What follows belongs to an exercise in optimizing a design on an open flow for small area, a short achievable clock period and few clock cycles per item; a production flow would make more cautious choices.
Only simulation tests tie the RTL to the original design; equivalence was not proved.
Power figures rest on the tool's default switching activity, not on a simulated workload.

== the reference run ==
// mag_preamble
module mag_preamble (
    input  wire        clk,
    input  wire        rst,           
    input  wire        in_valid,
    output wire        in_ready,
    input  wire [7:0]  in_i,
    input  wire [7:0]  in_q,
    output wire        out_valid,
    input  wire        out_ready,
    output wire [15:0] out_mag,
    output wire [3:0]  out_verdict
);
Size in the first run: ~3800 cells after synthesis, roughly 0.041 mm² of cells after synthesis.
==> flow/config.mk <==
export PLATFORM = sky130hd
export DESIGN_NAME = mag_preamble
export DESIGN_NICKNAME = mag_preamble
export VERILOG_FILES = /design/flow/design.v
export SDC_FILE = /design/flow/constraint.sdc
export NUM_CORES = 4
export LEC_CHECK = 0
export CAP_MARGIN = 20
export CORE_MARGIN = 2
export CORE_UTILIZATION = 40
export SLEW_MARGIN = 20
==> flow/constraint.sdc <==
create_clock -name core_clock -period 12.0 [get_ports {clk}]
set_input_delay 2.4000 -clock core_clock [delete_from_list [all_inputs] [get_ports {clk}]]
set_output_delay 2.4000 -clock core_clock [all_outputs]
set_load 0.01 [all_outputs]
standard.sh (not shown) runs the stock make flow with config.mk's settings and CLKGATE_MAP_FILE= SYNTH_SCRIPT=/design/flow/synth_recipe.tcl, a recipe that flattens the netlist after the stock synthesis.
==> flow/flow/run.sh <==
#!/bin/bash
bash standard.sh SETUP_SLACK_MARGIN=8.6 CTS_CLUSTER_SIZE=24 CTS_CLUSTER_DIAMETER=100 CORE_UTILIZATION=55 PLACE_DENSITY=0.68 finish > standard.log 2>&1
The flow did not stop early for the reference run: all stages ran, and the layout cleared the timing, design-rule and antenna checks.
Testbench counts of the reference run, summed over its fixed seeds: cycles 6,076, items 6,000.
What the trial run does differently from the reference run at the input level:
==> flow/flow/run.sh <==
#!/bin/bash
bash standard.sh SETUP_SLACK_MARGIN=8.6 CTS_CLUSTER_SIZE=28 CTS_CLUSTER_DIAMETER=100 CORE_UTILIZATION=55 PLACE_DENSITY=0.68 finish > standard.log 2>&1
==> comparison <==
- Between the trial run and the reference run, the difference in clock network fraction of total power is negligible.
- Compared the trial run against the reference run; final cycle utilization of the critical path within noise.
- Final instance area of the trial run is on par with the reference run.
- The reference run → the trial run: die span in x held, first-iteration detailed-routing DRC count down 1.6%, core utilization shows no meaningful change.

---

Starting RTL as in the previous note.
==> flow/config.mk <==
export PLATFORM = sky130hd
export DESIGN_NAME = mag_preamble
export DESIGN_NICKNAME = mag_preamble
export VERILOG_FILES = /design/flow/design.v
export SDC_FILE = /design/flow/constraint.sdc
export NUM_CORES = 4
export LEC_CHECK = 0
export CAP_MARGIN = 20
export CORE_MARGIN = 2
export CORE_UTILIZATION = 40
export SLEW_MARGIN = 20
==> flow/constraint.sdc <==
create_clock -name core_clock -period 12.0 [get_ports {clk}]
set_input_delay 2.4000 -clock core_clock [delete_from_list [all_inputs] [get_ports {clk}]]
set_output_delay 2.4000 -clock core_clock [all_outputs]
set_load 0.01 [all_outputs]
==> flow/flow/run.sh <==
#!/bin/bash
bash standard.sh SETUP_SLACK_MARGIN=8.6 CTS_CLUSTER_SIZE=24 CTS_CLUSTER_DIAMETER=100 CORE_UTILIZATION=65 PLACE_DENSITY=0.75 finish > standard.log 2>&1
The first run produced a clean layout.
Testbench counts at the start, summed over its fixed seeds: cycles 6,076, items 6,000.
Rerun with:
==> flow/flow/run.sh (replaced) <==
#!/bin/bash
bash standard.sh SETUP_SLACK_MARGIN=8.6 CTS_CLUSTER_SIZE=24 CTS_CLUSTER_DIAMETER=100 CORE_UTILIZATION=75 PLACE_DENSITY=0.85 finish > standard.log 2>&1
Count of clock-buffer cells in the layout goes up by 15; cell area barely changes; cell count shrinks by 2.6%; global-route usage went up by 5.7 points; clock skew decreases by 0.0040 ns; hold slack is better by 0.016 ns; die area fell by 13%; utilization went up by 11 points; wire length climbs by 7.1%; synthesized area does not change.
Rerun with:
==> flow/flow/run.sh (replaced) <==
#!/bin/bash
bash standard.sh SETUP_SLACK_MARGIN=8.75 CTS_CLUSTER_SIZE=24 CTS_CLUSTER_DIAMETER=100 CORE_UTILIZATION=55 PLACE_DENSITY=0.68 finish > standard.log 2>&1
What happened: Final cell count is higher by 6.5%; worst setup slack gets worse by 0.015 ns; die area is higher by 36%; global-route usage is lower by 11 points; synthesized cell count is unchanged.

==> what the ideal ports hide <==
Ports are ideal in the flow. The routed layouts listed here were re-timed in OpenROAD.
Step 1 assumes that a clkbuf_16 drives the clock port and a buf_2 every other input.
Step 2 also shifts input and output timing later by t, the mid clock arrival at the registers, as if the neighbouring blocks saw the same clock.
Slacks: no drivers / after step 1 / after step 2; pairs: no drivers / after step 1.
run	shift t [ns]	setup slack, ns	hold slack, ns	worst setup path at the end	worst data-port slew with drivers (ns)
the reference run	0.651	8.505 / 8.440 / 8.195	0.412 / 0.412 / 0.412	input to register	0.03
the trial run	0.669	8.491 / 8.428 / 8.198	0.401 / 0.401 / 0.401	input to register	0.03
the first run of note 2	0.653	8.520 / 8.455 / 8.209	0.408 / 0.408 / 0.408	input to register	0.05
the second run of note 2	0.658	8.492 / 8.466 / 8.199	0.424 / 0.424 / 0.424	input to register	0.04
the third run of note 2	0.655	8.476 / 8.413 / 8.225	0.422 / 0.422 / 0.422	input to register	0.06
After both steps setup and hold are still met in every run listed. The setup slack of the first run of note 2, which loses most, moves by -0.065 ns with the drivers and by -0.311 ns with both steps.
